This design comes from an exercise in tuning for small area, a short achievable clock period and few clock cycles on the open sky130 flow, not from production work.
Only simulation tests tie the RTL to the original design; equivalence was not proved.
Power figures rest on the tool's default switching activity, not on a simulated workload.

// vm_core
module vm_core (
    input  wire        clk,
    input  wire        rst,
    input  wire [15:0] code_len,
    input  wire [16:0] pool_len,
    output wire [15:0] imem_addr,
    input  wire [63:0] imem_data,
    output wire [15:0] cp_index,
    input  wire [1:0]  cp_kind,
    input  wire [63:0] cp_value,
    input  wire [15:0] cp_window,
    input  wire [15:0] cp_nret,
    output reg         emit_valid,
    output reg         emit_ret,
    output reg  [1:0]  emit_tag,
    output reg  [63:0] emit_data,
    output reg         halted,
    output reg  [2:0]  res_kind,
    output reg  [15:0] res_ip,
    output reg  [2:0]  res_depth
);
Size: about 19000 cells after synthesis, about 2300 flip-flops, about 320 I/O pins, roughly 0.17 sq mm of cells after synthesis.
==> flow/config.mk <==
export PLATFORM = sky130hd
export DESIGN_NAME = vm_core
export DESIGN_NICKNAME = vm_core
export VERILOG_FILES = /design/flow/design.v
export SDC_FILE = /design/flow/constraint.sdc
export NUM_CORES = 8
export LEC_CHECK = 0
export CAP_MARGIN = 40
export CORE_MARGIN = 2
export CORE_UTILIZATION = 37
export PLACE_DENSITY = 0.55
export SLEW_MARGIN = 40
==> flow/constraint.sdc <==
create_clock -name core_clock -period 28.0 [get_ports {clk}]
set_input_delay 5.6000 -clock core_clock [delete_from_list [all_inputs] [get_ports {clk}]]
set_output_delay 5.6000 -clock core_clock [all_outputs]
set_load 0.01 [all_outputs]
standard.sh (not shown) runs the stock make flow with config.mk's settings and CLKGATE_MAP_FILE= SYNTH_SCRIPT=/design/flow/synth_recipe.tcl, a recipe that flattens the netlist after the stock synthesis.
==> flow/flow/run.sh <==
#!/bin/bash
set -euo pipefail
bash standard.sh synth > synth.log 2>&1
bash standard.sh SETUP_SLACK_MARGIN=21 \
    "CTS_ARGS=-sink_clustering_enable -repair_clock_nets -dont_use_dummy_load -buf_list {sky130_fd_sc_hd__clkbuf_4 sky130_fd_sc_hd__clkbuf_8}" \
    finish > layout.log 2>&1
Testbench counts at the start, summed over its fixed seeds: cycles 95,993.
Change:
CORE_UTILIZATION = 30   (was 37)
PLACE_DENSITY = 0.45   (was 0.55)
Result:
- The changed run produced a clean layout
- clock-buffer cell count went up by 12
- synthesized area is unchanged
- sequential share of layout area went down by 0.37 points
- cell area went up by 1.1%
- global-route usage went down by 8.1 points
Change:
==> flow/flow/run.sh (replaced) <==
#!/bin/bash
set -euo pipefail
bash standard.sh synth > synth.log 2>&1
bash standard.sh SETUP_SLACK_MARGIN=21 \
    "CTS_ARGS=-sink_clustering_enable -repair_clock_nets -dont_use_dummy_load" \
    finish > layout.log 2>&1
Power came out higher by a few percent.
First-iteration DRC count came out higher slightly.
Global-route usage came out lower by 0.15 points.
Via count stays flat.
Cell area hardly moves.
Routed wire length hardly moves.
Combinational power came out lower slightly.
Sequential power hardly moves.


## run A
vm_core again, from the RTL that the note above started with.
// vm_core
module vm_core (
    input  wire        clk,
    input  wire        rst,
    input  wire [15:0] code_len,
    input  wire [16:0] pool_len,
    output wire [15:0] imem_addr,
    input  wire [63:0] imem_data,
    output wire [15:0] cp_index,
    input  wire [1:0]  cp_kind,
    input  wire [63:0] cp_value,
    input  wire [15:0] cp_window,
    input  wire [15:0] cp_nret,
    output reg         emit_valid,
    output reg         emit_ret,
    output reg  [1:0]  emit_tag,
    output reg  [63:0] emit_data,
    output reg         halted,
    output reg  [2:0]  res_kind,
    output reg  [15:0] res_ip,
    output reg  [2:0]  res_depth
);
    localparam RF_SIZE = 16;
    localparam [1:0] T_INV = 2'd0, T_INT = 2'd1, T_FLT = 2'd2;
    localparam [1:0] K_JMP = 2'd2;
    localparam [2:0] R_NORMAL = 3'd0, F_LOAD = 3'd1, F_INDEX = 3'd2,
                     F_TYPE = 3'd3, F_ARITH = 3'd4, F_STACK = 3'd5,
                     F_DECODE = 3'd6;
    localparam [2:0] P_CHECK = 3'd0, P_RUN = 3'd1,
                     P_COPY = 3'd4, P_RETOUT = 3'd5, P_HALT = 3'd6;
    function legal_op;
        input [7:0] o;
        begin
            case (o)
                8'h00, 8'h01, 8'h02,
  ...
clock: 28.0 ns
lec_check: 0
cap_margin: 40
core_margin: 2
core_utilization: 34
place_density: 0.5
slew_margin: 40
==> flow/flow/run.sh <==
#!/bin/bash
set -euo pipefail
bash standard.sh synth > synth.log 2>&1
bash standard.sh SETUP_SLACK_MARGIN=21.3 \
    "CTS_ARGS=-sink_clustering_enable -repair_clock_nets -dont_use_dummy_load -buf_list {sky130_fd_sc_hd__clkbuf_4 sky130_fd_sc_hd__clkbuf_8}" \
    finish > layout.log 2>&1
Testbench counts of run A, summed over its fixed seeds: cycles 95,993.
Setup changes, run A to run B
==> flow/flow/run.sh <==
#!/bin/bash
set -euo pipefail
bash standard.sh synth > synth.log 2>&1
bash standard.sh SETUP_SLACK_MARGIN=20.8 \
    "CTS_ARGS=-sink_clustering_enable -repair_clock_nets -dont_use_dummy_load -buf_list {sky130_fd_sc_hd__clkbuf_4 sky130_fd_sc_hd__clkbuf_8}" \
    finish > layout.log 2>&1
Results
Run B: PASS, flow complete, no timing, DRC or antenna violations
Net count of the finished layout | run B below run A
Run B ended up with a lower aggregate routed wire length than run A did.
Looking at number of DRC markers after the initial detailed-route iteration across both flows, run B is the stronger of the two, with run A trailing.
Global-route usage came out lower on run B than on run A.
The inputs of run C differ from those of run B as listed below.
==> flow/flow/run.sh <==
#!/bin/bash
set -euo pipefail
bash standard.sh synth > synth.log 2>&1
bash standard.sh SETUP_SLACK_MARGIN=21 \
    "CTS_ARGS=-sink_clustering_enable -repair_clock_nets -dont_use_dummy_load -buf_list {sky130_fd_sc_hd__clkbuf_4 sky130_fd_sc_hd__clkbuf_8}" \
    finish > layout.log 2>&1
--- a/flow/config.mk
+++ b/flow/config.mk
@@ -9,4 +9,5 @@
 export CORE_MARGIN = 2
 export CORE_UTILIZATION = 34
+export GPL_TIMING_DRIVEN = 1
 export PLACE_DENSITY = 0.5
 export SLEW_MARGIN = 40
==> summary.txt <==
- From run B to run C the numbers moved as follows: endpoint arrival time on the critical path now smaller, post-route standard cell area excluding fillers saw an increase, post-synthesis cell area saw little to no change, routed wire length went up 4.2%.
- Number of placed cells counting well taps: run C vs run B — no meaningful difference
- The last element of the critical path comes out cp_index[0] in one run and u_au.A[52] in the other, namely in run C and run B respectively.
- In the reports for run B and run C, the smaller insertion delay to the later sink of the worst-skew pair belongs to run B.
- Run comparison: run B start-to-end type of the worst setup path reg2reg; run C start-to-end type of the worst setup path reg2out

## what the ideal ports hide
The flow's constraints put no driver on any port. The routed layouts listed below were extracted and timed again, unchanged, in two steps. Step 1 (the two cells are an assumption about what drives the block):
set clk [get_ports {clk}]
set_driving_cell -lib_cell sky130_fd_sc_hd__clkbuf_16 $clk
set_driving_cell -lib_cell sky130_fd_sc_hd__buf_2 [delete_from_list [all_inputs] $clk]
Step 2 also shifts input and output timing later by t, the mid clock arrival at the registers, as if the neighbouring blocks saw the same clock. Slacks: no drivers / after step 1 / after step 2; pairs: no drivers / after step 1.
| run | t (ns) | setup WS [ns] | hold WS [ns] | worst setup path after step 2 |
|---|---|---|---|---|
| the first run of note 1 | 1.331 | 20.498 / 20.453 / 19.486 | 0.435 / 0.435 / 0.435 | input to register |
| the second run of note 1 | 1.341 | 20.540 / 20.407 / 19.708 | 0.430 / 0.430 / 0.430 | input to register |
| the third run of note 1 | 1.098 | 20.636 / 20.636 / 19.932 | 0.404 / 0.404 / 0.404 | input to register |
| run A | 1.280 | 20.614 / 20.489 / 20.038 | 0.366 / 0.366 / 0.366 | input to register |
| run B | 1.293 | 20.544 / 20.496 / 19.501 | 0.442 / 0.442 / 0.442 | input to register |
| run C | 1.296 | 20.552 / 20.426 / 19.720 | 0.383 / 0.383 / 0.383 | input to register |
After both steps every run listed still meets setup and hold. The setup slack of run B, which loses most, moves by -0.048 ns with the drivers and by -1.043 ns with both steps.
